Source: an optimization exercise on an open RTL-to-GDS flow (aim: small area, a short achievable clock period and few clock cycles). Production flows keep margins and buffers that such runs may drop.
Where RTL was checked, it was by simulation tests only, not by an equivalence proof against the original.
The RTL of run 3 was laid out without a check of its function.
Power figures rest on the tool's default switching activity, not on a simulated workload.

==> design/flow/config.mk <==
export PLATFORM = sky130hd
export DESIGN_NAME = lamb_lfo
export DESIGN_NICKNAME = lamb_lfo
export VERILOG_FILES = /design/flow/design.v
export SDC_FILE = /design/flow/constraint.sdc
export NUM_CORES = 4
export LEC_CHECK = 0
export CAP_MARGIN = 20
export CORE_MARGIN = 2
export CORE_UTILIZATION = 55
export PLACE_DENSITY = 0.65
export SLEW_MARGIN = 20
export SYNTH_MEMORY_MAX_BITS = 65536
==> design/flow/constraint.sdc <==
create_clock -name core_clock -period 12.0 [get_ports {clk}]
set_input_delay 2.4000 -clock core_clock [delete_from_list [all_inputs] [get_ports {clk}]]
set_output_delay 2.4000 -clock core_clock [all_outputs]
set_load 0.01 [all_outputs]
==> design/flow/design.v <==
module lfo_ptab (
    input  wire        row,
    input  wire [9:0]  col,
    output reg  [26:0] t1,       
    output reg  [25:0] t2,       
    output wire        c         
);
    reg [31:0] cw;
    always @(*) begin
        case ({row, col[9:5]})
            6'd0: t1 = 27'd80000000;
            6'd1: t1 = 27'd69267401;
            6'd2: t1 = 27'd59974660;
            6'd3: t1 = 27'd51928611;
            6'd4: t1 = 27'd44961999;
            6'd5: t1 = 27'd38930010;
            6'd6: t1 = 27'd33707257;
            6'd7: t1 = 27'd29185176;
            6'd8: t1 = 27'd25269766;
            6'd9: t1 = 27'd21879638;
            6'd10: t1 = 27'd18944321;
            6'd11: t1 = 27'd16402798;
            6'd12: t1 = 27'd14202240;
            6'd13: t1 = 27'd12296903;
            6'd14: t1 = 27'd10647182;
            6'd15: t1 = 27'd9218782;
            6'd16: t1 = 27'd7982014;
            6'd17: t1 = 27'd6911167;
            6'd18: t1 = 27'd5983982;
            6'd19: t1 = 27'd5181186;
            6'd20: t1 = 27'd4486091;
            6'd21: t1 = 27'd3884248;
            6'd22: t1 = 27'd3363147;
            6'd23: t1 = 27'd2911956;
            6'd24: t1 = 27'd2521295;
            6'd25: t1 = 27'd2183045;
            6'd26: t1 = 27'd1890173;
            6'd27: t1 = 27'd1636592;
            6'd28: t1 = 27'd1417031;
            6'd29: t1 = 27'd1226926;
            6'd30: t1 = 27'd1062324;
            6'd31: t1 = 27'd919806;
            6'd32: t1 = 27'd80000;
            6'd33: t1 = 27'd69753;
            6'd34: t1 = 27'd60818;
            6'd35: t1 = 27'd53027;
            6'd36: t1 = 27'd46235;
            6'd37: t1 = 27'd40313;
            6'd38: t1 = 27'd35149;
            6'd39: t1 = 27'd30647;
            6'd40: t1 = 27'd26721;
            6'd41: t1 = 27'd23298;
            6'd42: t1 = 27'd20314;
            6'd43: t1 = 27'd17712;
            6'd44: t1 = 27'd15443;
            6'd45: t1 = 27'd13465;
            6'd46: t1 = 27'd11740;
            6'd47: t1 = 27'd10236;
            6'd48: t1 = 27'd8925;
            6'd49: t1 = 27'd7782;
            6'd50: t1 = 27'd6785;
            6'd51: t1 = 27'd5916;
            6'd52: t1 = 27'd5158;
            6'd53: t1 = 27'd4497;
            6'd54: t1 = 27'd3921;
            6'd55: t1 = 27'd3419;
            6'd56: t1 = 27'd2981;
            6'd57: t1 = 27'd2599;
            6'd58: t1 = 27'd2266;
            6'd59: t1 = 27'd1976;
            6'd60: t1 = 27'd1723;
            6'd61: t1 = 27'd1502;
            6'd62: t1 = 27'd1310;
            6'd63: t1 = 27'd1142;
            default: t1 = 27'd0;
        endcase
        case ({row, col[4:0]})
            6'd0: t2 = 26'd16777216;
            6'd1: t2 = 26'd16701861;
            6'd2: t2 = 26'd16626844;
            6'd3: t2 = 26'd16552164;
            6'd4: t2 = 26'd16477820;
            6'd5: t2 = 26'd16403810;
            6'd6: t2 = 26'd16330132;
            6'd7: t2 = 26'd16256785;
            6'd8: t2 = 26'd16183767;
            6'd9: t2 = 26'd16111078;
            6'd10: t2 = 26'd16038714;
            6'd11: t2 = 26'd15966676;
            6'd12: t2 = 26'd15894962;
            6'd13: t2 = 26'd15823569;
            6'd14: t2 = 26'd15752497;
            6'd15: t2 = 26'd15681745;
            6'd16: t2 = 26'd15611310;
            6'd17: t2 = 26'd15541192;
            6'd18: t2 = 26'd15471388;
            6'd19: t2 = 26'd15401898;
            6'd20: t2 = 26'd15332720;
            6'd21: t2 = 26'd15263853;
            6'd22: t2 = 26'd15195295;
            6'd23: t2 = 26'd15127045;
            6'd24: t2 = 26'd15059102;
            6'd25: t2 = 26'd14991464;
            6'd26: t2 = 26'd14924129;
            6'd27: t2 = 26'd14857097;
            6'd28: t2 = 26'd14790367;
            6'd29: t2 = 26'd14723935;
            6'd30: t2 = 26'd14657803;
            6'd31: t2 = 26'd14591967;
            6'd32: t2 = 26'd65536;
            6'd33: t2 = 26'd65256;
            6'd34: t2 = 26'd64977;
            6'd35: t2 = 26'd64699;
            6'd36: t2 = 26'd64423;
            6'd37: t2 = 26'd64147;
            6'd38: t2 = 26'd63873;
            6'd39: t2 = 26'd63600;
            6'd40: t2 = 26'd63328;
            6'd41: t2 = 26'd63058;
            6'd42: t2 = 26'd62788;
            6'd43: t2 = 26'd62520;
            6'd44: t2 = 26'd62252;
            6'd45: t2 = 26'd61986;
            6'd46: t2 = 26'd61721;
            6'd47: t2 = 26'd61458;
            6'd48: t2 = 26'd61195;
            6'd49: t2 = 26'd60933;
            6'd50: t2 = 26'd60673;
            6'd51: t2 = 26'd60414;
            6'd52: t2 = 26'd60155;
            6'd53: t2 = 26'd59898;
            6'd54: t2 = 26'd59642;
            6'd55: t2 = 26'd59387;
            6'd56: t2 = 26'd59133;
            6'd57: t2 = 26'd58881;
            6'd58: t2 = 26'd58629;
            6'd59: t2 = 26'd58378;
            6'd60: t2 = 26'd58129;
            6'd61: t2 = 26'd57880;
            6'd62: t2 = 26'd57633;
            6'd63: t2 = 26'd57387;
            default: t2 = 26'd0;
        endcase
        case ({row, col[9:5]})
            6'd0: cw = 32'h2df5c18e;
            6'd1: cw = 32'h4d9cecec;
            6'd2: cw = 32'h0cf46dce;
            6'd3: cw = 32'h27716d09;
            6'd4: cw = 32'h0e7a7477;
            6'd5: cw = 32'h2cd5742a;
            6'd6: cw = 32'h27f44dbc;
            6'd7: cw = 32'hae5f7c1a;
            6'd8: cw = 32'hffe57feb;
            6'd9: cw = 32'h04fd8859;
            6'd10: cw = 32'h35857c48;
            6'd11: cw = 32'h0f93ea55;
            6'd12: cw = 32'h6f9cfd56;
            6'd13: cw = 32'h8ff08aff;
            6'd14: cw = 32'h800c0918;
            6'd15: cw = 32'hdea032af;
            6'd16: cw = 32'h674489da;
            6'd17: cw = 32'h25e56f3d;
            6'd18: cw = 32'hbca905f1;
            6'd19: cw = 32'he481a707;
            6'd20: cw = 32'h1e6c9b9d;
            6'd21: cw = 32'h7dfd44c6;
            6'd22: cw = 32'he5afbcb5;
            6'd23: cw = 32'h94a9f098;
            6'd24: cw = 32'hefdccb6b;
            6'd25: cw = 32'h4a3496d6;
            6'd26: cw = 32'h0c971ee6;
            6'd27: cw = 32'h4e5f827c;
            6'd28: cw = 32'h3ad61f9f;
            6'd29: cw = 32'h19434ffa;
            6'd30: cw = 32'hff3fe5dc;
            6'd31: cw = 32'h2790a05a;
            6'd32: cw = 32'h399c724a;
            6'd33: cw = 32'h89402b62;
            6'd34: cw = 32'hc9823c44;
            6'd35: cw = 32'h1fcbbe3d;
            6'd36: cw = 32'h67127a21;
            6'd37: cw = 32'h63d14520;
            6'd38: cw = 32'hebd05e82;
            6'd39: cw = 32'h7afaf109;
            6'd40: cw = 32'heb359afa;
            6'd41: cw = 32'h054170d7;
            6'd42: cw = 32'h0a7e4c6a;
            6'd43: cw = 32'h20cb0350;
            6'd44: cw = 32'ha7f2a7e5;
            6'd45: cw = 32'h9832b3e6;
            6'd46: cw = 32'h06ab1c6c;
            6'd47: cw = 32'h99f19530;
            6'd48: cw = 32'haace0e6a;
            6'd49: cw = 32'hd2d30f0c;
            6'd50: cw = 32'h5959c00c;
            6'd51: cw = 32'h5270fc32;
            6'd52: cw = 32'h7ffe3257;
            6'd53: cw = 32'hedb55a6e;
            6'd54: cw = 32'h373c003c;
            6'd55: cw = 32'h66dad5a9;
            6'd56: cw = 32'h8e07f81c;
            6'd57: cw = 32'haaad6dbb;
            6'd58: cw = 32'h1e7764b5;
            6'd59: cw = 32'h87e0003e;
            6'd60: cw = 32'h4924cc63;
            6'd61: cw = 32'had55556b;
            6'd62: cw = 32'h8c9924b4;
            6'd63: cw = 32'h83e1c719;
            default: cw = 32'd0;
        endcase
    end
    assign c = cw[col[4:0]];
endmodule
module lfo_divider (
    input  wire        clk,
    input  wire        load,
    input  wire [20:0] rem_in,
    input  wire [27:0] dvd_in,
    input  wire [20:0] dvs_in,
    input  wire [22:0] dvs3_in,
    input  wire        run,
    input  wire        set_q,         
    input  wire [27:0] q_in,
    output reg  [20:0] rem,
    output reg  [27:0] dvd
);
    reg [20:0] dvs;
    reg [22:0] dvs3;
    wire [22:0] r4 = {rem, dvd[27:26]};
    wire [23:0] t1 = {1'b0, r4} - {3'b0, dvs};
    wire [23:0] t2 = {1'b0, r4} - {2'b0, dvs, 1'b0};
    wire [23:0] t3 = {1'b0, r4} - {1'b0, dvs3};
    always @(posedge clk) begin
        if (load) begin
            rem  <= rem_in;
            dvd  <= dvd_in;
            dvs  <= dvs_in;
            dvs3 <= dvs3_in;
        end else if (set_q) begin
            dvd  <= q_in;
        end else if (run) begin
            if (!t3[23]) begin
                rem <= t3[20:0];
                dvd <= {dvd[25:0], 2'd3};
            end else if (!t2[23]) begin
                rem <= t2[20:0];
                dvd <= {dvd[25:0], 2'd2};
            end else if (!t1[23]) begin
                rem <= t1[20:0];
                dvd <= {dvd[25:0], 2'd1};
            end else begin
                rem <= r4[20:0];
                dvd <= {dvd[25:0], 2'd0};
            end
        end
    end
endmodule
module lamb_lfo (
    input  wire        clk,
    input  wire        rst,           
    input  wire        cmd_valid,
    input  wire [7:0]  cmd,
    output reg         cmd_ready,
    input  wire [1:0]  sw_raw,
    input  wire [31:0] now_ms,
    input  wire        clk_active,
    input  wire [31:0] clk_period,
    input  wire [9:0]  knob_freq,
    input  wire [9:0]  knob_duty,
    output reg  [11:0] sample_q,
    output reg         sample_wr,
    output wire        range_ind,
    output reg         range_evt
);
    localparam [27:0] S_RES         = 28'd268369920;   
    localparam [28:0] S_RES2        = 29'd536739840;   
    localparam [11:0] OUT_RES       = 12'd4095;
    localparam [9:0]  ADC_MAX       = 10'd1023;
    localparam [24:0] LOW_SLOWEST   = 25'd20000000;
    localparam [24:0] HIGH_FASTEST  = 25'd250;
    localparam [31:0] CROSSOVER     = 32'd90000;
    localparam [31:0] MIN_CLK_PER   = 32'd1000;
    localparam [9:0]  DUTY_MIN      = 10'd102;
    localparam [9:0]  DUTY_MAX      = 10'd920;
    localparam [9:0]  RESET_DUTY    = 10'd511;
    localparam [9:0]  EDGE_DEADZONE = 10'd4;
    localparam [31:0] DEBOUNCE_MS   = 32'd50;
    localparam [27:0] RESET_INC     = 28'd268;         
    function [9:0] snap;
        input [9:0] k;
        begin
            if (k <= EDGE_DEADZONE)                snap = 10'd0;
            else if (k >= ADC_MAX - EDGE_DEADZONE) snap = ADC_MAX;
            else                                   snap = k;
        end
    endfunction
    reg        iv;
    reg [7:0]  ic;
    reg [1:0]  isw;
    reg [31:0] inow;
    reg        iext;              
    reg        icgt, iclt;        
    reg [31:0] icp;
    reg [9:0]  ikf, ikd;          
    always @(posedge clk) begin
        iv   <= cmd_valid && cmd_ready && !rst;
        ic   <= cmd;
        isw  <= sw_raw;
        inow <= now_ms;
        iext <= clk_active && (clk_period > MIN_CLK_PER);
        icgt <= clk_period > CROSSOVER;
        iclt <= clk_period < CROSSOVER;
        icp  <= clk_period;
        ikf  <= snap(knob_freq);
        ikd  <= snap(knob_duty);
    end
    wire op_tick  = iv && (ic == 8'h10);
    wire op_rstph = iv && (ic == 8'h20);
    wire op_swchk = iv && (ic[7:1] == 7'b0011000);
    wire op_rauto = iv && (ic == 8'h40);
    wire op_pcalc = iv && (ic == 8'h50);
    wire op_commit= iv && (ic == 8'h60);
    reg [27:0] phase;
    reg        rising;
    reg [27:0] inc0, inc1;
    reg        stage_valid;
    reg        high_range;
    reg        tri_sel;
    reg        rs_prev_clocked;
    reg [9:0]  last_freq, last_duty;
    reg        last_range, last_clocked;
    reg [31:0] last_clkper;
    reg        pc_force;
    reg [1:0]  sw_stable, sw_last_raw;
    reg [31:0] sw_last_change0, sw_last_change1;
    assign range_ind = high_range;
    wire [28:0] up_s   = {1'b0, phase} + {1'b0, inc0};           
    wire [28:0] up_r   = S_RES2 - {1'b0, phase} - {1'b0, inc0};  
    wire        top_hit = ({1'b0, phase} + {1'b0, inc0}) >= {1'b0, S_RES};
    wire        top_bot = (phase == S_RES) && (inc0 == S_RES);   
    wire [28:0] dn_s   = {1'b0, phase} - {1'b0, inc1};           
    wire [28:0] dn_r   = {1'b0, inc1} - {1'b0, phase};           
    wire        bot_hit = phase <= inc1;
    wire [27:0] p_new  = rising ? (top_hit ? up_r[27:0] : up_s[27:0])
                                : (bot_hit ? dn_r[27:0] : dn_s[27:0]);
    wire        r_new  = rising ? (!top_hit || top_bot) : bot_hit;
    wire [11:0] tri_smp = p_new[27:16];
    wire        sw_s      = ic[0];
    wire        sw_raw_s  = isw[sw_s];
    wire        sw_moved  = sw_raw_s != sw_last_raw[sw_s];
    wire [31:0] sw_elapsed = inow - (sw_s ? sw_last_change1 : sw_last_change0);
    wire        sw_fire   = !sw_moved && (sw_elapsed >= DEBOUNCE_MS) && (sw_raw_s != sw_stable[sw_s]);
    wire [10:0] f_d   = {1'b0, ikf} - {1'b0, last_freq};
    wire [10:0] d_d   = {1'b0, ikd} - {1'b0, last_duty};
    wire        f_big = f_d[10] ? (f_d < 11'h7fe) : (f_d > 11'd2);    
    wire        d_big = d_d[10] ? (d_d < 11'h7fe) : (d_d > 11'd2);
    wire        pc_changed = pc_force || f_big || d_big
                         || (high_range != last_range) || (iext != last_clocked)
                         || (iext && (icp != last_clkper));
    localparam [3:0] S_IDLE = 4'd0,  S_P1 = 4'd1,   S_P1X = 4'd2,  S_ROMM = 4'd3,
                     S_CMUL = 4'd4,  S_CDIV = 4'd5, S_PF = 4'd6,   S_XMUL = 4'd7,
                     S_NCHK = 4'd8,  S_AMUL = 4'd9, S_NDIV = 4'd10, S_N1A = 4'd11,
                     S_N1B = 4'd12,  S_SLOAD = 4'd13, S_SDIV = 4'd14;
    reg [3:0]  st;
    reg [3:0]  cntA, cntB;
    reg [9:0]  dv_r;
    reg [3:0]  coef_r;
    reg        lower_r;
    reg        pf_div;
    reg        ovf_r;
    reg        corr_r;
    reg [4:0]  sk_r;
    wire [9:0] dvc = (last_duty < DUTY_MIN) ? DUTY_MIN :
                     (last_duty > DUTY_MAX) ? DUTY_MAX : last_duty;
    wire [26:0] t1;
    wire [25:0] t2;
    wire        tc;
    lfo_ptab u_ptab (.row(last_range), .col(last_freq), .t1(t1), .t2(t2), .c(tc));
    function [4:0] idx60;
        input [9:0] f;
        integer j;
        begin
            idx60 = 5'd0;
            for (j = 1; j <= 16; j = j + 1)
                if (f >= 60 * j) idx60 = j;
        end
    endfunction
    wire [4:0]  c_idx    = idx60(last_freq);
    wire [4:0]  c_coef_w = (c_idx >= 5'd8) ? (c_idx - 5'd7) : (5'd9 - c_idx);
    reg [31:0] c_lim;            
    always @(*) begin
        case (coef_r)
            4'd1: c_lim = 32'd20000001;
            4'd2: c_lim = 32'd40000002;
            4'd3: c_lim = 32'd60000003;
            4'd4: c_lim = 32'd80000004;
            4'd5: c_lim = 32'd100000005;
            4'd6: c_lim = 32'd120000006;
            4'd7: c_lim = 32'd140000007;
            4'd8: c_lim = 32'd160000008;
            default: c_lim = 32'd180000009;
        endcase
    end
    wire cp_big = |last_clkper[31:25];        
    wire c_big  = last_clkper >= c_lim;       
    function [24:0] clamp_per;
        input [28:0] p;
        begin
            if (p < HIGH_FASTEST)     clamp_per = HIGH_FASTEST;
            else if (p > LOW_SLOWEST) clamp_per = LOW_SLOWEST;
            else                      clamp_per = p[24:0];
        end
    endfunction
    reg  [26:0] M;
    reg  [28:0] acc;
    reg  [25:0] mq;
    reg         bprev;
    reg  [3:0]  mcnt;
    wire        b_neg = mq[1];
    wire        b_two = (mq[1] & ~mq[0] & ~bprev) | (~mq[1] & mq[0] & bprev);
    wire        b_zero = (mq[1] & mq[0] & bprev) | (~mq[1] & ~mq[0] & ~bprev);
    wire [28:0] b_mag = b_zero ? 29'd0 : (b_two ? {1'b0, M, 1'b0} : {2'b0, M});
    wire [30:0] b_sum = {{2{acc[28]}}, acc} + {{2{b_neg}}, (b_neg ? ~b_mag : b_mag)} + {30'd0, b_neg};
    wire [28:0] acc_n = b_sum[30:2];
    wire [34:0] prod6 = {acc_n[22:0], b_sum[1:0], mq[25:16]};
    reg  [15:0] fold1;
    reg         fold_c;
    reg  [14:0] a_r;
    wire [10:0] fold2 = {5'd0, fold1[15:10]} + {1'b0, fold1[9:0]};
    reg         dA_load, dB_load;
    reg  [20:0] dA_rem_in, dB_rem_in, dA_dvs_in, dB_dvs_in;
    reg  [22:0] dA_dvs3_in, dB_dvs3_in;
    reg  [27:0] dA_dvd_in, dB_dvd_in;
    reg         dB_setq;
    wire [27:0] dB_q_in;
    wire [20:0] dA_rem, dB_rem;
    wire [27:0] dA_dvd, dB_dvd;
    lfo_divider u_da (.clk(clk), .load(dA_load), .rem_in(dA_rem_in), .dvd_in(dA_dvd_in),
                      .dvs_in(dA_dvs_in), .dvs3_in(dA_dvs3_in), .run(cntA != 4'd0),
                      .set_q(1'b0), .q_in(28'd0), .rem(dA_rem), .dvd(dA_dvd));
    lfo_divider u_db (.clk(clk), .load(dB_load), .rem_in(dB_rem_in), .dvd_in(dB_dvd_in),
                      .dvs_in(dB_dvs_in), .dvs3_in(dB_dvs3_in), .run(cntB != 4'd0),
                      .set_q(dB_setq), .q_in(dB_q_in), .rem(dB_rem), .dvd(dB_dvd));
    wire [3:0]  p_r  = dB_rem[13:10];
    reg  [13:0] r0_lim;           
    always @(*) begin
        case (p_r)
            4'd0: r0_lim = 14'd1022;
            4'd1: r0_lim = 14'd2045;
            4'd2: r0_lim = 14'd3068;
            4'd3: r0_lim = 14'd4091;
            4'd4: r0_lim = 14'd5114;
            4'd5: r0_lim = 14'd6137;
            4'd6: r0_lim = 14'd7160;
            4'd7: r0_lim = 14'd8183;
            4'd8: r0_lim = 14'd9206;
            default: r0_lim = 14'd10229;
        endcase
    end
    wire        n_corr = ovf_r ? (p_r < dA_rem[13:10]) : (dA_rem[13:0] > r0_lim);
    wire [21:0] n1_v   = dB_dvd[21:0] - dA_dvd[21:0] - {21'd0, corr_r};
    assign dB_q_in = {6'd0, n1_v};
    function [4:0] bitlen22;
        input [21:0] v;
        integer j;
        begin
            bitlen22 = 5'd0;
            for (j = 0; j < 22; j = j + 1)
                if (v[j]) bitlen22 = j + 1;
        end
    endfunction
    wire [4:0]  blP  = bitlen22(dB_dvd[21:0]);
    wire [4:0]  skv  = (blP > 5'd5) ? (blP - 5'd5) : 5'd0;
    wire [55:0] s_sh = {28'd0, S_RES} << sk_r;
    always @(*) begin
        dA_load = 1'b0; dB_load = 1'b0; dB_setq = 1'b0;
        dA_rem_in = 21'd0; dA_dvd_in = 28'd0; dA_dvs_in = 21'd10230; dA_dvs3_in = 23'd30690;
        dB_rem_in = 21'd0; dB_dvd_in = 28'd0; dB_dvs_in = 21'd10240; dB_dvs3_in = 23'd30720;
        case (st)
            S_P1X: begin                     
                dA_load    = !lower_r && !c_big;
                dA_rem_in  = {19'd0, last_clkper[27:26]};
                dA_dvd_in  = {last_clkper[25:0], 2'b00};
                dA_dvs_in  = {17'd0, coef_r};
                dA_dvs3_in = {18'd0, coef_r, 1'b0} + {19'd0, coef_r};
            end
            S_XMUL: begin
                dB_load    = (mcnt == 4'd6);
                dB_rem_in  = {8'd0, M[24:12]};
                dB_dvd_in  = {M[11:0], 16'd0};
                dA_load    = (mcnt == 4'd1);
                dA_rem_in  = {8'd0, prod6[34:22]};
                dA_dvd_in  = {prod6[21:0], 6'd0};
            end
            S_AMUL: begin                    
                dA_load    = (mcnt == 4'd1);
                dA_rem_in  = {8'd0, prod6[24:12]};
                dA_dvd_in  = {prod6[11:0], 16'd0};
                dA_dvs_in  = 21'd10240;
                dA_dvs3_in = 23'd30720;
            end
            S_N1B: dB_setq = 1'b1;
            S_SLOAD: begin
                dA_load    = 1'b1;
                dB_load    = 1'b1;
                dA_rem_in  = s_sh[48:28];
                dB_rem_in  = s_sh[48:28];
                dA_dvd_in  = s_sh[27:0];
                dB_dvd_in  = s_sh[27:0];
                dA_dvs_in  = dA_dvd[20:0];
                dB_dvs_in  = dB_dvd[20:0];
                dA_dvs3_in = {1'b0, dA_dvd[20:0], 1'b0} + {2'b0, dA_dvd[20:0]};
                dB_dvs3_in = {1'b0, dB_dvd[20:0], 1'b0} + {2'b0, dB_dvd[20:0]};
            end
            default: ;
        endcase
    end
    always @(posedge clk) begin
        if (rst) begin
            phase           <= 28'd0;
            rising          <= 1'b1;
            inc0            <= RESET_INC;
            inc1            <= RESET_INC;
            stage_valid     <= 1'b0;
            high_range      <= 1'b0;
            tri_sel         <= 1'b0;
            sample_q        <= OUT_RES;
            sample_wr       <= 1'b0;
            range_evt       <= 1'b0;
            rs_prev_clocked <= 1'b0;
            last_freq       <= 10'd0;
            last_duty       <= RESET_DUTY;
            last_range      <= 1'b0;
            last_clocked    <= 1'b0;
            last_clkper     <= 32'd0;
            pc_force        <= 1'b1;
            sw_stable       <= 2'b00;
            sw_last_raw     <= 2'b00;
            sw_last_change0 <= 32'd0;
            sw_last_change1 <= 32'd0;
            st              <= S_IDLE;
            cntA            <= 4'd0;
            cntB            <= 4'd0;
            mcnt            <= 4'd0;
            cmd_ready       <= 1'b1;
        end else begin
            sample_wr <= 1'b0;
            range_evt <= 1'b0;
            if (op_tick) begin
                phase  <= p_new;
                rising <= r_new;
                if (tri_sel) begin
                    sample_q  <= tri_smp;
                    sample_wr <= 1'b1;
                end else if (r_new != rising) begin
                    sample_q  <= r_new ? OUT_RES : 12'd0;
                    sample_wr <= 1'b1;
                end
            end
            if (op_rstph) begin
                phase  <= 28'd0;
                rising <= 1'b1;
                if (!tri_sel && !rising) begin
                    sample_q  <= OUT_RES;
                    sample_wr <= 1'b1;
                end
            end
            if (op_swchk) begin
                if (sw_moved) begin
                    if (sw_s) sw_last_change1 <= inow;
                    else      sw_last_change0 <= inow;
                    sw_last_raw[sw_s] <= sw_raw_s;
                end
                if (sw_fire) begin
                    sw_stable[sw_s] <= sw_raw_s;
                    if (sw_s == 1'b0) begin
                        if (!iext && (high_range != sw_raw_s)) begin
                            high_range <= sw_raw_s;
                            range_evt  <= 1'b1;
                        end
                    end else begin
                        tri_sel <= sw_raw_s;
                    end
                end
            end
            if (op_rauto) begin
                if (iext) begin
                    if (icgt && high_range) begin
                        high_range <= 1'b0;
                        range_evt  <= 1'b1;
                    end else if (iclt && !high_range) begin
                        high_range <= 1'b1;
                        range_evt  <= 1'b1;
                    end
                end else if (rs_prev_clocked && (high_range != sw_stable[0])) begin
                    high_range <= sw_stable[0];
                    range_evt  <= 1'b1;
                end
                rs_prev_clocked <= iext;
            end
            if (op_commit && stage_valid) begin
                inc0        <= dA_dvd;
                inc1        <= dB_dvd;
                stage_valid <= 1'b0;
            end
            if (cntA != 4'd0) cntA <= cntA - 4'd1;
            if (cntB != 4'd0) cntB <= cntB - 4'd1;
            if (mcnt != 4'd0) begin
                acc   <= acc_n;
                mq    <= {b_sum[1:0], mq[25:2]};
                bprev <= mq[1];
                mcnt  <= mcnt - 4'd1;
            end
            fold1  <= {1'b0, M[24:10]} + {6'd0, M[9:0]};
            fold_c <= fold2 >= 11'd1023;
            a_r    <= M[24:10] + {9'd0, fold1[15:10]} + {14'd0, fold_c};
            cmd_ready <= 1'b0;
            case (st)
                S_IDLE: begin
                    cmd_ready <= 1'b1;
                    if (op_pcalc && pc_changed) begin
                        if (pc_force || f_big) last_freq <= ikf;
                        if (pc_force || d_big) last_duty <= ikd;
                        last_range   <= high_range;
                        last_clocked <= iext;
                        if (iext) last_clkper <= icp;
                        pc_force     <= 1'b0;
                        st           <= S_P1;
                        cmd_ready    <= 1'b0;
                    end
                end
                S_P1: begin
                    dv_r    <= dvc;
                    coef_r  <= c_coef_w[3:0];
                    lower_r <= last_freq < 10'd512;
                    bprev   <= 1'b0;
                    if (!last_clocked) begin
                        M    <= t1;
                        mq   <= t2;
                        acc  <= last_range ? {10'd0, tc, 18'd0} : {2'd0, tc, 26'd0};
                        mcnt <= last_range ? 4'd9 : 4'd13;
                        st   <= S_ROMM;
                    end else begin
                        st   <= S_P1X;
                    end
                end
                S_P1X: begin
                    if (lower_r ? cp_big : c_big) begin
                        M    <= {2'd0, LOW_SLOWEST};
                        acc  <= 29'd0;
                        mq   <= {16'd0, dv_r};
                        mcnt <= 4'd6;
                        st   <= S_XMUL;
                    end else if (lower_r) begin
                        M      <= {2'd0, last_clkper[24:0]};
                        mq     <= {22'd0, coef_r};
                        acc    <= 29'd0;
                        mcnt   <= 4'd3;
                        pf_div <= 1'b0;
                        st     <= S_CMUL;
                    end else begin
                        cntA   <= 4'd13;
                        pf_div <= 1'b1;
                        st     <= S_CDIV;
                    end
                end
                S_ROMM: begin
                    if (mcnt == 4'd1) begin
                        M     <= acc_n[26:0];
                        acc   <= 29'd0;
                        mq    <= {16'd0, dv_r};
                        bprev <= 1'b0;
                        mcnt  <= 4'd6;
                        st    <= S_XMUL;
                    end
                end
                S_CMUL: if (mcnt == 4'd1) st <= S_PF;
                S_CDIV: if (cntA == 4'd1) st <= S_PF;
                S_PF: begin
                    M     <= {2'd0, clamp_per(pf_div ? {3'd0, dA_dvd[25:0]} : {acc[22:0], mq[25:20]})};
                    acc   <= 29'd0;
                    mq    <= {16'd0, dv_r};
                    bprev <= 1'b0;
                    mcnt  <= 4'd6;
                    st    <= S_XMUL;
                end
                S_XMUL: begin
                    if (mcnt == 4'd6) cntB <= 4'd11;
                    if (mcnt == 4'd1) begin
                        cntA <= 4'd11;
                        st   <= S_NCHK;
                    end
                end
                S_NCHK: begin
                    ovf_r <= |dA_rem[12:10];
                    if (|dA_rem[12:10]) begin
                        M     <= {12'd0, a_r};
                        acc   <= 29'd0;
                        mq    <= {16'd0, dv_r};
                        bprev <= 1'b0;
                        mcnt  <= 4'd6;
                        st    <= S_AMUL;
                    end else begin
                        st    <= S_NDIV;
                    end
                end
                S_AMUL: begin
                    if (mcnt == 4'd1) begin
                        cntA <= 4'd11;
                        st   <= S_NDIV;
                    end
                end
                S_NDIV: if (cntA <= 4'd1 && cntB <= 4'd1) st <= S_N1A;
                S_N1A: begin
                    corr_r <= n_corr;
                    sk_r   <= {skv[4:1], 1'b0};
                    st     <= S_N1B;
                end
                S_N1B: st <= S_SLOAD;
                S_SLOAD: begin
                    cntA <= 4'd14 - sk_r[4:1];
                    cntB <= 4'd14 - sk_r[4:1];
                    st   <= S_SDIV;
                end
                S_SDIV: begin
                    if (cntA == 4'd2) cmd_ready <= 1'b1;
                    if (cntA == 4'd1) begin
                        stage_valid <= 1'b1;
                        st          <= S_IDLE;
                        cmd_ready   <= 1'b1;
                    end
                end
                default: st <= S_IDLE;
            endcase
            if (cmd_valid && cmd_ready && (cmd == 8'h50)) cmd_ready <= 1'b0;
        end
    end
endmodule
==> design/flow/run.sh <==
#!/bin/bash
# synth_recipe.tcl (not shown) runs the flow's synth.tcl, then flattens the netlist and writes it again
# the make line also repeats each setting of config.mk as NAME=value (left out here)
make -C /OpenROAD-flow-scripts/flow DESIGN_CONFIG=/design/flow/config.mk WORK_HOME=/design/flow/orfs CLKGATE_MAP_FILE= SYNTH_SCRIPT=/design/flow/synth_recipe.tcl finish
==> run_results.csv, run 1 <==
group,metric,value,unit
run_status,outcome,"complete, no violations",
sta,setup_viol,0,
route,drc,0,
yosys,synth_adder_area_share,13.0,%
clock_network,clockBufferDepth,3,
yosys,synth.most_common_cell,"nand2_1",
worst_setup_path,startpoint_type,"register",
flow_run,maxCapViolCount,0,
clock_network,clk_latency,0.70,ns
route,wl_per_cell,24.4,um
placement,port_buffers,113,
yosys,synthXorXnorAreaFrac,5.12,%
power,leakage,26.6,nW
floorplan,rows,119,
yosys,synth.distinct_cells,116,
sta,tightest_slew,1.05,ns
placement,hpwl,159000,um
yosys,synth_area,58900,um^2
yosys,yosys.area.top_type_share,16.4,%
power,report.power.total,13.9,mW
worst_setup_path,cp.arrival,6.29,ns
route,drt_iter0_drc,6259,
floorplan,io_pins,114,
yosys,synthTopCellsByArea,"edfxtp_1, dfxtp_1, ha_1",
route,num_vias,56584,
sta,fmax,172,MHz
clock_network,cts-hold-fix-buffers,0,
floorplan,die_x,331,um
sta,fin_crit,5.80,ns
floorplan,die_area,110000,um^2
power,p_switching,6.35,mW
worst_setup_path,rrSetupSlack,6.20,ns
power,power.density,218,nW/um^2
clock_network,htreeDepth,3,
clock_network,clk_pin_slew,0.06,ns
worst_setup_path,worstPathRequired,12.49,ns
floorplan,start_util,55.7,%
global_route,antenna_found_initial,1,
floorplan,core-area,106000,um^2
sta,hold_viol_final,0,
yosys,yosysSeqAreaShare,28.8,%
yosys,synth_largest_area_cell,"edfxtp_1",
sta,period_share,48.3,%
power,combPwrFrac,54.2,%
global_route,grt_max_degree,90,
global_route,grt_pass1_vias,53331,
route,ant_nets,0,
yosys,synth_compound_area_share,25.3,%
clock_network,cts_tree,"done",
worst_setup_path,end_kind,"register",
worst_hold_path,hp-class,"register to register",
layout,num-fill-cells,9688,
yosys,synth_cells,7354,
sta,rsz0062_at_grt,"no",
yosys,synth-simple-area-share,17.9,%
route,viasPerCell,6.51,
yosys,yosys_warnings,3,
worst_setup_path,cp_max_fo,51,
clock_network,postCtsSetupBuffers,0,
clock_network,cts_resized,0,
sta,setup-tns-final,0,ns
power,intPower,7.56,mW
yosys,async_reset_ff_share,0,%
yosys,synth_ff_type,"dfxtp_1",
yosys,synth_top_family_by_area,"compound AO/OA/AOI/OAI gates",
sta,relSlewSlack,30.3,%
layout,multiInputGateArea,38600,um^2
global_route,grt_pass1_wl,319000,um
sta,finClkSkew,0.0594,ns
global_route,grt_usage,37.6,%
clock_network,cts_made_buffers,78,
power,clkPwrFrac,18.7,%
yosys,synth.area.mux_share,4.12,%
global_route,overflow,0,
layout,regArea,17000,um^2
yosys,synth_edf_count,321,
power,ir_drop,0.155,mV
layout,nets,7922,
worst_setup_path,crit_type,"register to register",
route,totalWireLength,212000,um
layout,drive_gt1_share,4.95,%
sta,maxSlewViolCount,0,
power,seqPwrFrac,27.1,%
yosys,synth_common_cells,"nand2_1, a21oi_1, nor2_1",
yosys,ys_ff_latch,686,
power,switching_share,45.6,%
clock_network,clkSinkCount,686,
yosys,syn_area_per_cell,8.00,um^2
yosys,syn-num-nets,8047,
floorplan,chipHeight,331,um
placement,gp_congestion,1.03,
layout,area_delta_synth_final,8.19,%
route,drt_pass1_iterations,10,
clock_network,root_buffer,"clkbuf_16",
layer usage:
metal	wire, um	vias to the layer above	GRT usage (%)
met5	12	-	0
met4	14800	2	23.4
met3	17600	722	6.27
met2	95800	2651	61.1
met1	83700	26716	46.6
li1	-	26493	-
worst max-delay path: stages (launching register included):
cell      delay (ns)
edfxtp_1        0.35
buf_4           0.44
xor2_1          0.31
and2_1          0.82
a221oi_1        0.28
fa_1            0.51
a21o_1          0.21
a21oi_1         0.26
o21ai_0         0.19
a31o_2          0.29
o21ai_0         0.31
a311oi_1        0.26
a211o_1         0.31
a21oi_1         0.20
nand2b_1        0.14
a21oi_1         0.08
or3b_2          0.44
a31oi_1         0.18
stage by stage:
stage	hold slack, ns	util (%)	instance area, um^2	cells	setup WS [ns]
global route	0.471	60.2	63700	8686	5.81
floorplan	0.433	-	58900	7354	6.27
detailed placement	0.446	57.6	60900	8539	6.44
finish	0.453	60.2	63700	8687	6.20
global placement	0.441	57.6	60900	8539	6.56
CTS	0.454	60.2	63600	8685	6.37
power groups by stage:
stage                     clock network (mW)  registers (mW)  logic [mW]
after floorplan                            0            3.45        5.54
after global routing                    2.71            3.79        8.28
after global placement                     0            3.77        7.21
after CTS                               2.63            3.73        7.37
final                                   2.60            3.77        7.54
after detailed placement                   0            3.77        7.31
cells by family (layout without fill, tap and decap cells):
family | after synthesis | after routing
simple gates | 2322 | 2322
mux | 222 | 222
xor+xnor | 344 | 344
buf+inv | 869 | 810
other cells | 0 | 1
compound gates | 2315 | 2315
flops | 686 | 686
fa+ha+maj | 596 | 596
worst paths after layout:
path / end / start / cells after the start
worst max register to register: acc[28] / mq[0] / 17
worst max-delay path: acc[28] / mq[0] / 17
worst min-delay path: sw_last_change1[11] / sw_last_change1[11] / 2
worst min register to register: sw_last_change1[11] / sw_last_change1[11] / 2
placed cells by master (no fill, tap or decap), types with 29 or more instances in the layout:
cell	synthesis	layout
a221oi_1	73	73
nor3_1	159	156
nor2_1	685	681
a211oi_1	99	99
a31oi_1	73	73
dfxtp_1	365	357
o21a_1	83	83
clkdlybuf4s50_1	0	112
nor4_1	53	52
o211ai_1	88	88
o21ai_0	453	453
and3_1	48	48
buf_4	7	95
inv_1	450	449
or3_1	29	29
o22ai_1	74	74
nand3_1	131	129
clkbuf_16	0	80
o31ai_1	39	39
a21o_1	149	149
nand2b_1	85	85
mux2i_1	186	186
and2_1	51	49
xor2_1	152	152
nor2b_1	85	84
edfxtp_1	321	321
ha_1	572	572
a221o_1	29	29
nand4_1	59	59
a21oi_1	758	756
xnor2_1	192	192
o21bai_1	50	50
nand2_1	835	834
registers in the layout, indices dropped and copies added, names as in the netlist, 16 cells and up, named ones only:
register         count
phase               28
fold1               16
icp                 32
M                   27
c_lim               17
u_da.rem            21
mq                  26
sw_last_change0     32
last_clkper         32
u_da.dvs3           23
acc                 29
inc0                28
sw_last_change1     32
inow                32
u_db.dvd            28
inc1                28
u_da.dvd            28
u_db.dvs3           22
u_db.dvs            21
u_db.rem            21
u_da.dvs            20
area by class of cell:
type,count,share of cell area [%]
Multi-Input combinational cell,5799,60.6
Sequential cell,686,26.6
Clock buffer,103,3.44
Timing Repair Buffer,209,2.93
Tap cell,1391,2.73
Inverter,455,2.69
Clock inverter,43,0.949
Antenna cell,1,0.00393
Testbench counts, summed over its fixed seeds: cycles 161,791.
==> run 2, diff against run 1 <==
--- a/design/flow/design.v
+++ b/design/flow/design.v
@@ -414,11 +414,14 @@
     reg  [26:0] M;
     reg  [28:0] acc;
     reg  [25:0] mq;
-    reg         bprev;
     reg  [3:0]  mcnt;
-    wire        b_neg = mq[1];
-    wire        b_two = (mq[1] & ~mq[0] & ~bprev) | (~mq[1] & mq[0] & bprev);
-    wire        b_zero = (mq[1] & mq[0] & bprev) | (~mq[1] & ~mq[0] & ~bprev);
+    function [2:0] bdec;
+        input [2:0] y;       
+        begin
+            bdec = {y[2], (y == 3'b100) || (y == 3'b011), (y == 3'b000) || (y == 3'b111)};
+        end
+    endfunction
+    reg         b_neg, b_two, b_zero;
     wire [28:0] b_mag = b_zero ? 29'd0 : (b_two ? {1'b0, M, 1'b0} : {2'b0, M});
     wire [30:0] b_sum = {{2{acc[28]}}, acc} + {{2{b_neg}}, (b_neg ? ~b_mag : b_mag)} + {30'd0, b_neg};
     wire [28:0] acc_n = b_sum[30:2];
@@ -608,7 +611,7 @@
             if (mcnt != 4'd0) begin
                 acc   <= acc_n;
                 mq    <= {b_sum[1:0], mq[25:2]};
-                bprev <= mq[1];
+                {b_neg, b_two, b_zero} <= bdec(mq[3:1]);
                 mcnt  <= mcnt - 4'd1;
             end
             fold1  <= {1'b0, M[24:10]} + {6'd0, M[9:0]};
@@ -633,10 +636,10 @@
                     dv_r    <= dvc;
                     coef_r  <= c_coef_w[3:0];
                     lower_r <= last_freq < 10'd512;
-                    bprev   <= 1'b0;
                     if (!last_clocked) begin
                         M    <= t1;
                         mq   <= t2;
+                        {b_neg, b_two, b_zero} <= bdec({t2[1:0], 1'b0});
                         acc  <= last_range ? {10'd0, tc, 18'd0} : {2'd0, tc, 26'd0};
                         mcnt <= last_range ? 4'd9 : 4'd13;
                         st   <= S_ROMM;
@@ -649,11 +652,13 @@
                         M    <= {2'd0, LOW_SLOWEST};
                         acc  <= 29'd0;
                         mq   <= {16'd0, dv_r};
+                        {b_neg, b_two, b_zero} <= bdec({dv_r[1:0], 1'b0});
                         mcnt <= 4'd6;
                         st   <= S_XMUL;
                     end else if (lower_r) begin
                         M      <= {2'd0, last_clkper[24:0]};
                         mq     <= {22'd0, coef_r};
+                        {b_neg, b_two, b_zero} <= bdec({coef_r[1:0], 1'b0});
                         acc    <= 29'd0;
                         mcnt   <= 4'd3;
                         pf_div <= 1'b0;
@@ -669,7 +674,7 @@
                         M     <= acc_n[26:0];
                         acc   <= 29'd0;
                         mq    <= {16'd0, dv_r};
-                        bprev <= 1'b0;
+                        {b_neg, b_two, b_zero} <= bdec({dv_r[1:0], 1'b0});
                         mcnt  <= 4'd6;
                         st    <= S_XMUL;
                     end
@@ -680,7 +685,7 @@
                     M     <= {2'd0, clamp_per(pf_div ? {3'd0, dA_dvd[25:0]} : {acc[22:0], mq[25:20]})};
                     acc   <= 29'd0;
                     mq    <= {16'd0, dv_r};
-                    bprev <= 1'b0;
+                        {b_neg, b_two, b_zero} <= bdec({dv_r[1:0], 1'b0});
                     mcnt  <= 4'd6;
                     st    <= S_XMUL;
                 end
@@ -697,7 +702,7 @@
                         M     <= {12'd0, a_r};
                         acc   <= 29'd0;
                         mq    <= {16'd0, dv_r};
-                        bprev <= 1'b0;
+                        {b_neg, b_two, b_zero} <= bdec({dv_r[1:0], 1'b0});
                         mcnt  <= 4'd6;
                         st    <= S_AMUL;
                     end else begin
==> run 2 against run 1 <==
  * Largest power group unchanged
  * Sequential share of layout area rose by 0.23 points
  * Final area fell by 0.65%
  * Critical endpoint is now acc[18]
  * Total power fell by 2.4%
==> run_results.csv, run 2 <==
group,metric,value,unit
clock_network,clk_latency,0.72,ns
clock_network,cts-hold-fix-buffers,0,
route,wl_per_cell,24.3,um
route,met3_length,20200,um
worst_setup_path,startpoint_type,"register",
layout,mostFrequentLayoutCell,"nand2_1",
yosys,synth.distinct_cells,106,
worst_setup_path,timing.rr.start,"last_freq[6]",
layout,multiInputGateArea,38400,um^2
route,drc,0,
worst_setup_path,crit_slowest_cell,"ha_1",
clock_network,cts_made_buffers,78,
placement,gp_congestion,1.05,
sta,period_share,43.5,%
layout,nets,7878,
sta,setup-tns-final,0,ns
floorplan,core-area,105000,um^2
floorplan,die_x,330,um
placement,port_buffers,113,
power,report.power.total,13.6,mW
worst_hold_path,hp-class,"register to register",
worst_setup_path,cp_max_fo,23,
sta,setup_viol,0,
floorplan,io_pins,114,
sta,relSlewSlack,14.5,%
worst_hold_path,min_path_cells,2,
yosys,synth_largest_area_cell,"edfxtp_1",
clock_network,clkSinkCount,687,
worst_setup_path,cp-endpoint,"acc[18]",
worst_setup_path,rrSetupSlack,6.78,ns
yosys,synth_common_cells,"nand2_1, a21oi_1, nor2_1",
worst_setup_path,crit_chain,"buf_4, clkinv_1, ha_1, nand2_1, nand3_1, o21ai_0, mux4_2, mux4_2, nand2_1, o21ai_0, mux2_2, nor2_1, o32ai_1",
route,drt_iter0_drc,6543,
power,ir_drop,0.218,mV
power,power.density,215,nW/um^2
clock_network,cts_tree,"done",
layout,area_delta_synth_final,8.16,%
sta,rsz0062_at_grt,"no",
route,num_vias,56028,
global_route,grt_max_degree,84,
yosys,yosysSeqAreaShare,29.0,%
yosys,synth_area,58500,um^2
power,leakage,26.5,nW
floorplan,rows,119,
sta,fin_crit,5.22,ns
sta,maxSlewViolCount,0,
floorplan,start_util,55.5,%
clock_network,cts_resized,0,
worst_setup_path,crit_type,"register to register",
route,viasPerCell,6.48,
layout,drive_gt1_share,4.93,%
clock_network,postCtsSetupBuffers,0,
floorplan,chipHeight,330,um
sta,tightest_slew,1.28,ns
sta,finClkSkew,0.0557,ns
layout,final_area,63300,um^2
route,wl_met1,85800,um
global_route,grt_usage,37.5,%
route,routed.top_layer,"met5",
worst_hold_path,min-delay-start,"sw_last_change0[12]",
worst_setup_path,worstPathRequired,12.37,ns
run_status,outcome,"complete, no violations",
route,drt_pass1_iterations,9,
route,totalWireLength,210000,um
clock_network,clk_pin_slew,0.06,ns
yosys,synth.most_common_cell,"nand2_1",
global_route,overflow,0,
yosys,yosys.area.top_type_share,16.5,%
layout,num-fill-cells,9706,
clock_network,root_buffer,"clkbuf_16",
worst_setup_path,slowest_delay,0.86,ns
worst_setup_path,reg2reg_depth,13,
worst_setup_path,cp-startpoint,"last_freq[6]",
yosys,synthTopCellsByArea,"edfxtp_1, dfxtp_1, ha_1",
yosys,syn_area_per_cell,8.01,um^2
yosys,synth_cells,7297,
clock_network,htreeDepth,3,
placement,hpwl,158000,um
layout,regArea,17000,um^2
sta,fmax,192,MHz
yosys,syn-num-nets,7993,
global_route,grt_pass1_wl,315000,um
worst_setup_path,cp.arrival,5.59,ns
global_route,grt_pass1_vias,52089,
worst_setup_path,end_kind,"register",
yosys,async_reset_ff_share,0,%
clock_network,clockBufferDepth,3,
flow_run,maxCapViolCount,0,
worst_setup_path,r2r_end,"acc[18]",
route,ant_nets,0,
sta,hold_viol_final,0,
yosys,yosys_warnings,3,
placement,postPlaceCellArea,60600,um^2
layout,mostFrequentLayoutCells,"nand2_1, a21oi_1, nor2_1",
yosys,ys_ff_latch,687,
yosys,synth_ff_type,"dfxtp_1",
floorplan,die_area,109000,um^2
yosys,synth_edf_count,322,
route,dr_wl_met2,92000,um
global_route,antenna_found_initial,10,
[run 2: per-stage QoR]
| stage | instances | util, % | worst slack [ns] | hold slack [ns] |
|---|---|---|---|---|
| after CTS | 8636 | 60.0 | 6.92 | 0.454 |
| after global placement | 8492 | 57.5 | 7.00 | 0.440 |
| final | 8645 | 60.0 | 6.78 | 0.454 |
| after detailed placement | 8492 | 57.5 | 6.97 | 0.446 |
| after floorplan | 7297 | - | 6.23 | 0.432 |
| after global routing | 8643 | 60.0 | 6.48 | 0.473 |
[run 2: worst min path at each step]
stage	end	slack [ns]
floorplan	inc1[27]	0.43
global placement	sw_last_change0[2]	0.44
detailed placement	sw_last_change0[12]	0.45
CTS	sw_last_change0[12]	0.45
global route	sw_last_change0[17]	0.47
finish	sw_last_change0[12]	0.45
[run 2: cell type report]
class / count / area share [%]
Antenna cell: 8 / 0.0316
Clock buffer: 105 / 3.42
Clock inverter: 39 / 0.744
Inverter: 445 / 2.65
Multi-Input combinational cell: 5766 / 60.6
Sequential cell: 687 / 26.9
Tap cell: 1391 / 2.75
Timing Repair Buffer: 204 / 2.89
[run 2: cells by family after synthesis]
logic type | Yosys count | synth area share, %
AOI/OAI and AO/OA | 2251 | 24.3
xor gates and xnor gates | 367 | 5.51
adders and majority gates | 598 | 13.1
buffers and inverters | 844 | 5.58
DFF | 687 | 29.0
muxes | 259 | 4.80
and+or+nand+nor | 2291 | 17.7
[run 2: critical path, delay by kind of cell (launching register included)]
family | cells | cell delay [ns]
buffers and inverters | 2 | 0.83
DFF | 1 | 0.30
adders and majority gates | 1 | 0.86
AOI/OAI and AO/OA | 3 | 0.38
muxes | 3 | 1.29
and+or+nand+nor | 4 | 1.23
[run 2: layer usage]
metal	track usage [%]	vias up
met4	19.2	8
met1	49.1	26465
met3	8.20	642
li1	-	26132
met5	0.435	-
met2	58.1	2781
[run 2: power by group]
group          switching, mW  internal, mW  leakage (nW)  total [mW]
clock                   1.10          1.38          1.27        2.48
combinational           4.45          2.86          19.4        7.31
sequential             0.679          3.09          5.90        3.77
total                   6.23          7.34          26.5        13.6
Testbench counts of run 2, summed over its fixed seeds: cycles 161,791.
==> run 3, diff against run 2 <==
--- a/design/flow/design.v
+++ b/design/flow/design.v
@@ -227,9 +227,10 @@
     reg [20:0] dvs;
     reg [22:0] dvs3;
     wire [22:0] r4 = {rem, dvd[27:26]};
-    wire [23:0] t1 = {1'b0, r4} - {3'b0, dvs};
-    wire [23:0] t2 = {1'b0, r4} - {2'b0, dvs, 1'b0};
-    wire [23:0] t3 = {1'b0, r4} - {1'b0, dvs3};
+    wire [23:0] t1, t2, t3;
+    lfo_add #(.W(24)) u_t1 (.a({1'b0, r4}), .b(~{3'b0, dvs}),       .cin(1'b1), .s(t1), .cout());
+    lfo_add #(.W(24)) u_t2 (.a({1'b0, r4}), .b(~{2'b0, dvs, 1'b0}), .cin(1'b1), .s(t2), .cout());
+    lfo_add #(.W(24)) u_t3 (.a({1'b0, r4}), .b(~{1'b0, dvs3}),      .cin(1'b1), .s(t3), .cout());
     always @(posedge clk) begin
         if (load) begin
             rem  <= rem_in;
@@ -255,6 +256,38 @@
         end
     end
 endmodule
+module lfo_add #(
+    parameter W = 32
+) (
+    input  wire [W-1:0] a,
+    input  wire [W-1:0] b,
+    input  wire         cin,
+    output wire [W-1:0] s,
+    output wire         cout
+);
+    localparam L = $clog2(W + 1);
+    wire [W:0] g [0:L];
+    wire [W:0] p [0:L];
+    assign g[0] = {a & b, cin};
+    assign p[0] = {a ^ b, 1'b0};
+    genvar k, i;
+    generate
+        for (k = 0; k < L; k = k + 1) begin : lvl
+            for (i = 0; i <= W; i = i + 1) begin : bitk
+                if ((i >> k) & 1) begin : comb
+                    localparam integer J = ((i >> k) << k) - 1;
+                    assign g[k+1][i] = g[k][i] | (p[k][i] & g[k][J]);
+                    assign p[k+1][i] = p[k][i] & p[k][J];
+                end else begin : pass
+                    assign g[k+1][i] = g[k][i];
+                    assign p[k+1][i] = p[k][i];
+                end
+            end
+        end
+    endgenerate
+    assign s    = p[0][W:1] ^ g[L][W-1:0];
+    assign cout = g[L][W];
+endmodule
 module lamb_lfo (
     input  wire        clk,
     input  wire        rst,           
@@ -322,6 +355,7 @@
     wire op_commit= iv && (ic == 8'h60);
     reg [27:0] phase;
     reg        rising;
+    reg        sp_tri, sp_pulse, sp_prev, sp_rst;    
     reg [27:0] inc0, inc1;
     reg        stage_valid;
     reg        high_range;
@@ -334,21 +368,29 @@
     reg [1:0]  sw_stable, sw_last_raw;
     reg [31:0] sw_last_change0, sw_last_change1;
     assign range_ind = high_range;
-    wire [28:0] up_s   = {1'b0, phase} + {1'b0, inc0};           
-    wire [28:0] up_r   = S_RES2 - {1'b0, phase} - {1'b0, inc0};  
-    wire        top_hit = ({1'b0, phase} + {1'b0, inc0}) >= {1'b0, S_RES};
+    localparam [28:0] NEG_S = 29'h20000000 - {1'b0, S_RES};       
+    wire [28:0] up_s, up_r, dn_s, dn_r, top_t;
+    lfo_add #(.W(29)) u_ups (.a({1'b0, phase}), .b({1'b0, inc0}), .cin(1'b0), .s(up_s), .cout());
+    wire [28:0] ur_x = S_RES2 ^ ~{1'b0, phase} ^ ~{1'b0, inc0};
+    wire [28:0] ur_c = (S_RES2 & ~{1'b0, phase}) | (S_RES2 & ~{1'b0, inc0}) | (~{1'b0, phase} & ~{1'b0, inc0});
+    lfo_add #(.W(29)) u_upr (.a(ur_x), .b({ur_c[27:0], 1'b1}), .cin(1'b1), .s(up_r), .cout());
+    wire [28:0] tt_x = {1'b0, phase} ^ {1'b0, inc0} ^ NEG_S;
+    wire [28:0] tt_c = ({1'b0, phase} & {1'b0, inc0}) | ({1'b0, phase} & NEG_S) | ({1'b0, inc0} & NEG_S);
+    lfo_add #(.W(29)) u_top (.a(tt_x), .b({tt_c[27:0], 1'b0}), .cin(1'b0), .s(top_t), .cout());
+    wire        top_hit = !top_t[28];
     wire        top_bot = (phase == S_RES) && (inc0 == S_RES);   
-    wire [28:0] dn_s   = {1'b0, phase} - {1'b0, inc1};           
-    wire [28:0] dn_r   = {1'b0, inc1} - {1'b0, phase};           
-    wire        bot_hit = phase <= inc1;
+    lfo_add #(.W(29)) u_dns (.a({1'b0, phase}), .b(~{1'b0, inc1}), .cin(1'b1), .s(dn_s), .cout());
+    lfo_add #(.W(29)) u_dnr (.a({1'b0, inc1}), .b(~{1'b0, phase}), .cin(1'b1), .s(dn_r), .cout());
+    wire        bot_hit = !dn_r[28];                             
     wire [27:0] p_new  = rising ? (top_hit ? up_r[27:0] : up_s[27:0])
                                 : (bot_hit ? dn_r[27:0] : dn_s[27:0]);
     wire        r_new  = rising ? (!top_hit || top_bot) : bot_hit;
-    wire [11:0] tri_smp = p_new[27:16];
     wire        sw_s      = ic[0];
     wire        sw_raw_s  = isw[sw_s];
     wire        sw_moved  = sw_raw_s != sw_last_raw[sw_s];
-    wire [31:0] sw_elapsed = inow - (sw_s ? sw_last_change1 : sw_last_change0);
+    wire [31:0] sw_elapsed;
+    lfo_add #(.W(32)) u_swe (.a(inow), .b(~(sw_s ? sw_last_change1 : sw_last_change0)),
+                             .cin(1'b1), .s(sw_elapsed), .cout());
     wire        sw_fire   = !sw_moved && (sw_elapsed >= DEBOUNCE_MS) && (sw_raw_s != sw_stable[sw_s]);
     wire [10:0] f_d   = {1'b0, ikf} - {1'b0, last_freq};
     wire [10:0] d_d   = {1'b0, ikd} - {1'b0, last_duty};
@@ -360,7 +402,7 @@
     localparam [3:0] S_IDLE = 4'd0,  S_P1 = 4'd1,   S_P1X = 4'd2,  S_ROMM = 4'd3,
                      S_CMUL = 4'd4,  S_CDIV = 4'd5, S_PF = 4'd6,   S_XMUL = 4'd7,
                      S_NCHK = 4'd8,  S_AMUL = 4'd9, S_NDIV = 4'd10, S_N1A = 4'd11,
-                     S_N1B = 4'd12,  S_SLOAD = 4'd13, S_SDIV = 4'd14;
+                     S_N1B = 4'd12,  S_SLOAD = 4'd13, S_SDIV = 4'd14, S_P1R = 4'd15;
     reg [3:0]  st;
     reg [3:0]  cntA, cntB;
     reg [9:0]  dv_r;
@@ -369,6 +411,7 @@
     reg        pf_div;
     reg        ovf_r;
     reg        corr_r;
+    reg        c_r;
     reg [4:0]  sk_r;
     wire [9:0] dvc = (last_duty < DUTY_MIN) ? DUTY_MIN :
                      (last_duty > DUTY_MAX) ? DUTY_MAX : last_duty;
@@ -387,22 +430,8 @@
     endfunction
     wire [4:0]  c_idx    = idx60(last_freq);
     wire [4:0]  c_coef_w = (c_idx >= 5'd8) ? (c_idx - 5'd7) : (5'd9 - c_idx);
-    reg [31:0] c_lim;            
-    always @(*) begin
-        case (coef_r)
-            4'd1: c_lim = 32'd20000001;
-            4'd2: c_lim = 32'd40000002;
-            4'd3: c_lim = 32'd60000003;
-            4'd4: c_lim = 32'd80000004;
-            4'd5: c_lim = 32'd100000005;
-            4'd6: c_lim = 32'd120000006;
-            4'd7: c_lim = 32'd140000007;
-            4'd8: c_lim = 32'd160000008;
-            default: c_lim = 32'd180000009;
-        endcase
-    end
     wire cp_big = |last_clkper[31:25];        
-    wire c_big  = last_clkper >= c_lim;       
+    wire c_big  = |last_clkper[31:28];        
     function [24:0] clamp_per;
         input [28:0] p;
         begin
@@ -423,7 +452,9 @@
     endfunction
     reg         b_neg, b_two, b_zero;
     wire [28:0] b_mag = b_zero ? 29'd0 : (b_two ? {1'b0, M, 1'b0} : {2'b0, M});
-    wire [30:0] b_sum = {{2{acc[28]}}, acc} + {{2{b_neg}}, (b_neg ? ~b_mag : b_mag)} + {30'd0, b_neg};
+    wire [30:0] b_sum;
+    lfo_add #(.W(31)) u_mul (.a({{2{acc[28]}}, acc}), .b({{2{b_neg}}, (b_neg ? ~b_mag : b_mag)}),
+                             .cin(b_neg), .s(b_sum), .cout());
     wire [28:0] acc_n = b_sum[30:2];
     wire [34:0] prod6 = {acc_n[22:0], b_sum[1:0], mq[25:16]};
     reg  [15:0] fold1;
@@ -482,8 +513,8 @@
         case (st)
             S_P1X: begin                     
                 dA_load    = !lower_r && !c_big;
-                dA_rem_in  = {19'd0, last_clkper[27:26]};
-                dA_dvd_in  = {last_clkper[25:0], 2'b00};
+                dA_rem_in  = 21'd0;
+                dA_dvd_in  = last_clkper[27:0];
                 dA_dvs_in  = {17'd0, coef_r};
                 dA_dvs3_in = {18'd0, coef_r, 1'b0} + {19'd0, coef_r};
             end
@@ -492,8 +523,8 @@
                 dB_rem_in  = {8'd0, M[24:12]};
                 dB_dvd_in  = {M[11:0], 16'd0};
                 dA_load    = (mcnt == 4'd1);
-                dA_rem_in  = {8'd0, prod6[34:22]};
-                dA_dvd_in  = {prod6[21:0], 6'd0};
+                dA_rem_in  = {6'd0, prod6[34:20]};
+                dA_dvd_in  = {prod6[19:0], 8'd0};
             end
             S_AMUL: begin                    
                 dA_load    = (mcnt == 4'd1);
@@ -546,27 +577,36 @@
             cntB            <= 4'd0;
             mcnt            <= 4'd0;
             cmd_ready       <= 1'b1;
+            sp_tri          <= 1'b0;
+            sp_pulse        <= 1'b0;
+            sp_rst          <= 1'b0;
         end else begin
             sample_wr <= 1'b0;
             range_evt <= 1'b0;
+            if (sp_tri) begin
+                sample_q  <= phase[27:16];
+                sample_wr <= 1'b1;
+            end else if (sp_pulse && (rising != sp_prev)) begin
+                sample_q  <= rising ? OUT_RES : 12'd0;
+                sample_wr <= 1'b1;
+            end else if (sp_rst) begin
+                sample_q  <= OUT_RES;
+                sample_wr <= 1'b1;
+            end
+            sp_tri   <= 1'b0;
+            sp_pulse <= 1'b0;
+            sp_rst   <= 1'b0;
             if (op_tick) begin
-                phase  <= p_new;
-                rising <= r_new;
-                if (tri_sel) begin
-                    sample_q  <= tri_smp;
-                    sample_wr <= 1'b1;
-                end else if (r_new != rising) begin
-                    sample_q  <= r_new ? OUT_RES : 12'd0;
-                    sample_wr <= 1'b1;
-                end
+                phase    <= p_new;
+                rising   <= r_new;
+                sp_tri   <= tri_sel;
+                sp_pulse <= !tri_sel;
+                sp_prev  <= rising;
             end
             if (op_rstph) begin
                 phase  <= 28'd0;
                 rising <= 1'b1;
-                if (!tri_sel && !rising) begin
-                    sample_q  <= OUT_RES;
-                    sample_wr <= 1'b1;
-                end
+                sp_rst <= !tri_sel && !rising;
             end
             if (op_swchk) begin
                 if (sw_moved) begin
@@ -640,9 +680,8 @@
                         M    <= t1;
                         mq   <= t2;
                         {b_neg, b_two, b_zero} <= bdec({t2[1:0], 1'b0});
-                        acc  <= last_range ? {10'd0, tc, 18'd0} : {2'd0, tc, 26'd0};
-                        mcnt <= last_range ? 4'd9 : 4'd13;
-                        st   <= S_ROMM;
+                        c_r  <= tc;
+                        st   <= S_P1R;
                     end else begin
                         st   <= S_P1X;
                     end
@@ -664,11 +703,16 @@
                         pf_div <= 1'b0;
                         st     <= S_CMUL;
                     end else begin
-                        cntA   <= 4'd13;
+                        cntA   <= 4'd14;
                         pf_div <= 1'b1;
                         st     <= S_CDIV;
                     end
                 end
+                S_P1R: begin
+                    acc  <= last_range ? {10'd0, c_r, 18'd0} : {2'd0, c_r, 26'd0};
+                    mcnt <= last_range ? 4'd9 : 4'd13;
+                    st   <= S_ROMM;
+                end
                 S_ROMM: begin
                     if (mcnt == 4'd1) begin
                         M     <= acc_n[26:0];
@@ -682,7 +726,7 @@
                 S_CMUL: if (mcnt == 4'd1) st <= S_PF;
                 S_CDIV: if (cntA == 4'd1) st <= S_PF;
                 S_PF: begin
-                    M     <= {2'd0, clamp_per(pf_div ? {3'd0, dA_dvd[25:0]} : {acc[22:0], mq[25:20]})};
+                    M     <= {2'd0, clamp_per(pf_div ? {1'd0, dA_dvd} : {acc[22:0], mq[25:20]})};
                     acc   <= 29'd0;
                     mq    <= {16'd0, dv_r};
                         {b_neg, b_two, b_zero} <= bdec({dv_r[1:0], 1'b0});
@@ -692,13 +736,13 @@
                 S_XMUL: begin
                     if (mcnt == 4'd6) cntB <= 4'd11;
                     if (mcnt == 4'd1) begin
-                        cntA <= 4'd11;
+                        cntA <= 4'd10;
                         st   <= S_NCHK;
                     end
                 end
                 S_NCHK: begin
-                    ovf_r <= |dA_rem[12:10];
-                    if (|dA_rem[12:10]) begin
+                    ovf_r <= |dA_rem[14:12];
+                    if (|dA_rem[14:12]) begin
                         M     <= {12'd0, a_r};
                         acc   <= 29'd0;
                         mq    <= {16'd0, dv_r};
==> run 3 against run 2 <==
  * Utilization up 0.48 points
  * Flip-flop and latch count shrank 12
  * Area after synthesis decreased by 4.4%
  * Register-to-register slack worse by 0.59 ns
  * Non-clock buffer count down 2
  * Clock skew is 0.019 ns lower
  * Cell count down 6.0%
  * Critical endpoint is now last_clkper[1]
  * Largest power group unchanged
==> run_results.csv, run 3 <==
group,metric,value,unit
yosys,synth_common_cells,"nand2_1, a21oi_1, nor2_1",
placement,placed_cells,7981,
sta,fin_crit,5.81,ns
sta,fmax,172,MHz
flow_run,maxCapViolCount,0,
clock_network,clk_latency,0.67,ns
yosys,synthTopCellsByArea,"edfxtp_1, dfxtp_1, ha_1",
sta,hold_ws,0.449,ns
global_route,grt_pass1_vias,48899,
yosys,synth_largest_area_cell,"edfxtp_1",
yosys,syn_area_per_cell,8.24,um^2
route,ant_nets,0,
route,viasPerCell,6.46,
floorplan,rows,116,
layout,mostFrequentLayoutCell,"nand2_1",
worst_setup_path,r2r_end,"last_clkper[1]",
worst_setup_path,rrSetupSlack,6.19,ns
floorplan,die_area,104000,um^2
route,drt_pass1_iterations,6,
placement,gp_congestion,1.02,
layout,drive_gt1_share,5.08,%
sta,setup-tns-final,0,ns
yosys,synth.most_common_cell,"nand2_1",
layout,num-fill-cells,9176,
floorplan,die_x,323,um
worst_setup_path,startpoint_type,"register",
global_route,antenna_found_initial,5,
worst_setup_path,crit_slowest_cell,"o41ai_1",
power,leakage,25.1,nW
worst_setup_path,cp_num_buf_inv,1,
worst_setup_path,slowest_delay,0.99,ns
clock_network,cts-hold-fix-buffers,0,
power,ir_drop,0.213,mV
route,drc,0,
route,num_vias,52539,
worst_setup_path,reg2reg_depth,13,
floorplan,start_util,55.7,%
worst_setup_path,cp_num_cells,13,
worst_setup_path,cp_max_fo,33,
clock_network,cts_resized,0,
layout,instances_no_fill,8128,
worst_setup_path,path_delay_family,"compound AO/OA/AOI/OAI gates",
clock_network,clk_pin_slew,0.06,ns
layout,mostFrequentLayoutCells,"nand2_1, a21oi_1, nor2_1",
worst_setup_path,cp-startpoint,"last_freq[1]",
layout,area_delta_synth_final,8.62,%
layout,regArea,16800,um^2
worst_setup_path,worstPathRequired,12.51,ns
yosys,synth_edf_count,324,
sta,finClkSkew,0.0368,ns
worst_setup_path,end_kind,"register",
worst_hold_path,hp-class,"register to register",
clock_network,clockBufferDepth,3,
worst_setup_path,cp.arrival,6.32,ns
sta,final.setup.worst_slack,6.19,ns
yosys,synth_ff_type,"dfxtp_1",
floorplan,io_pins,114,
worst_setup_path,crit_chain,"inv_1, fa_1, a21o_1, a21oi_1, o21bai_1, a2111oi_0, nor2_1, xnor2_1, o41ai_1, a211o_2, or2_2, mux2i_1, nor2_1",
yosys,async_reset_ff_share,0,%
worst_setup_path,crit_top_cell,"nor2_1",
floorplan,core-area,100000,um^2
yosys,ys_ff_latch,675,
sta,tightest_slew,1.15,ns
clock_network,clkSinkCount,675,
yosys,syn-num-nets,7513,
clock_network,htreeDepth,3,
sta,relSlewSlack,22.2,%
sta,period_share,48.4,%
yosys,yosysSeqAreaShare,30.0,%
clock_network,cts_made_buffers,78,
global_route,overflow,0,
yosys,synth_area,55900,um^2
worst_setup_path,cp-endpoint,"last_clkper[1]",
global_route,grt_pass1_wl,301000,um
placement,dp_slack,6.16,ns
run_status,outcome,"complete, no violations",
placement,postPlaceCellArea,58100,um^2
global_route,grt_usage,37.6,%
floorplan,chipHeight,323,um
sta,hold_viol_final,0,
power,power.density,243,nW/um^2
yosys,synth.distinct_cells,114,
layout,nets,7426,
yosys,yosys.area.top_type_share,17.4,%
route,totalWireLength,201000,um
layout,multiInputGateArea,36200,um^2
clock_network,postCtsSetupBuffers,0,
route,wl_per_cell,24.8,um
clock_network,cts_tree,"done",
sta,maxSlewViolCount,0,
layout,final_area,60800,um^2
worst_setup_path,timing.rr.start,"last_freq[1]",
placement,hpwl,150000,um
clock_network,root_buffer,"clkbuf_16",
sta,rsz0062_at_grt,"no",
worst_setup_path,crit_type,"register to register",
yosys,yosys_warnings,8,
global_route,grt_max_degree,87,
sta,setup_viol,0,
yosys,synth_cells,6792,
route,drt_iter0_drc,6551,
placement,port_buffers,113,
-- run 3: per-layer routing --
metal	vias to the layer above	routed length [um]	track usage (%)
met1	24769	83200	51.2
li1	24349	-	-
met3	586	20200	7.46
met2	2829	85800	56.7
met5	-	44	0
met4	6	11800	19.4
-- run 3: layout make-up --
class | count | area share, %
Clock inverter | 38 | 0.614
Tap cell | 1357 | 2.79
Sequential cell | 675 | 27.6
Antenna cell | 1 | 0.00412
Multi-Input combinational cell | 5300 | 59.5
Timing Repair Buffer | 202 | 3.00
Inverter | 448 | 2.77
Clock buffer | 107 | 3.68
-- run 3: how the worst min path moves through the flow --
stage / start / to / slack, ns / cells after the start
after floorplan: rising / sp_prev / 0.41 / 0
after global placement: sw_last_change1[29] / sw_last_change1[29] / 0.44 / 2
after detailed placement: sw_last_change1[20] / sw_last_change1[20] / 0.44 / 2
after CTS: sw_last_change1[19] / sw_last_change1[19] / 0.45 / 2
after global routing: sw_last_change1[19] / sw_last_change1[19] / 0.47 / 2
final: sw_last_change1[29] / sw_last_change1[29] / 0.45 / 2
-- run 3: metrics by stage --
step / power, mW / util [%]
2_1_floorplan: 9.54 / -
3_3_place_gp: 11.9 / 57.8
3_5_place_dp: 12.1 / 57.9
4_1_cts: 14.5 / 60.5
5_1_grt: 15.6 / 60.5
6_report: 14.8 / 60.5
-- run 3: worst reg2reg max path, cell delays in order (launching register included) --
cell and delay, ns:
dfxtp_1 0.89, inv_1 0.56, fa_1 0.58, a21o_1 0.17, a21oi_1 0.22, o21bai_1 0.12, a2111oi_0 0.41, nor2_1 0.11
xnor2_1 0.15, o41ai_1 0.99, a211o_2 0.32, or2_2 0.78, mux2i_1 0.30, nor2_1 0.06
-- run 3: logic make-up after synthesis --
kind of cell / after synthesis / synth area share [%]
flops: 675 / 30.0
buf+inv: 817 / 5.57
xor+xnor: 339 / 5.31
simple gates: 2116 / 17.2
compound gates: 1992 / 22.7
mux: 230 / 4.39
fa+ha+maj: 623 / 14.9
-- run 3: where the power goes --
| part | total, mW | internal [mW] | switching (mW) | leakage [nW] |
|---|---|---|---|---|
| logic | 8.22 | 3.18 | 5.04 | 17.9 |
| registers | 4.09 | 3.22 | 0.866 | 5.91 |
| clock network | 2.46 | 1.40 | 1.05 | 1.27 |

==> separate check: timing with driven ports <==
How much do the figures lean on ideal ports? The routed layouts below were timed once more, with nothing changed but the port constraints.
Step 1 assumes that a clkbuf_16 drives the clock port and a buf_2 every other input.
Step 2, shift: input delay + t, output delay - t, t = (earliest + latest rising clock arrival at the registers) / 2. This alone moves slack from input paths to output paths.
Slacks: no drivers / after step 1 / after step 2; pairs: no drivers / after step 1.
run | t (ns) | setup WS [ns]
run 1 | 0.742 | 6.202 / 6.202 / 6.202
run 2 | 0.762 | 6.785 / 6.785 / 6.785
run 3 | 0.732 | 6.192 / 6.192 / 6.192
After both steps every run listed still meets setup and hold.
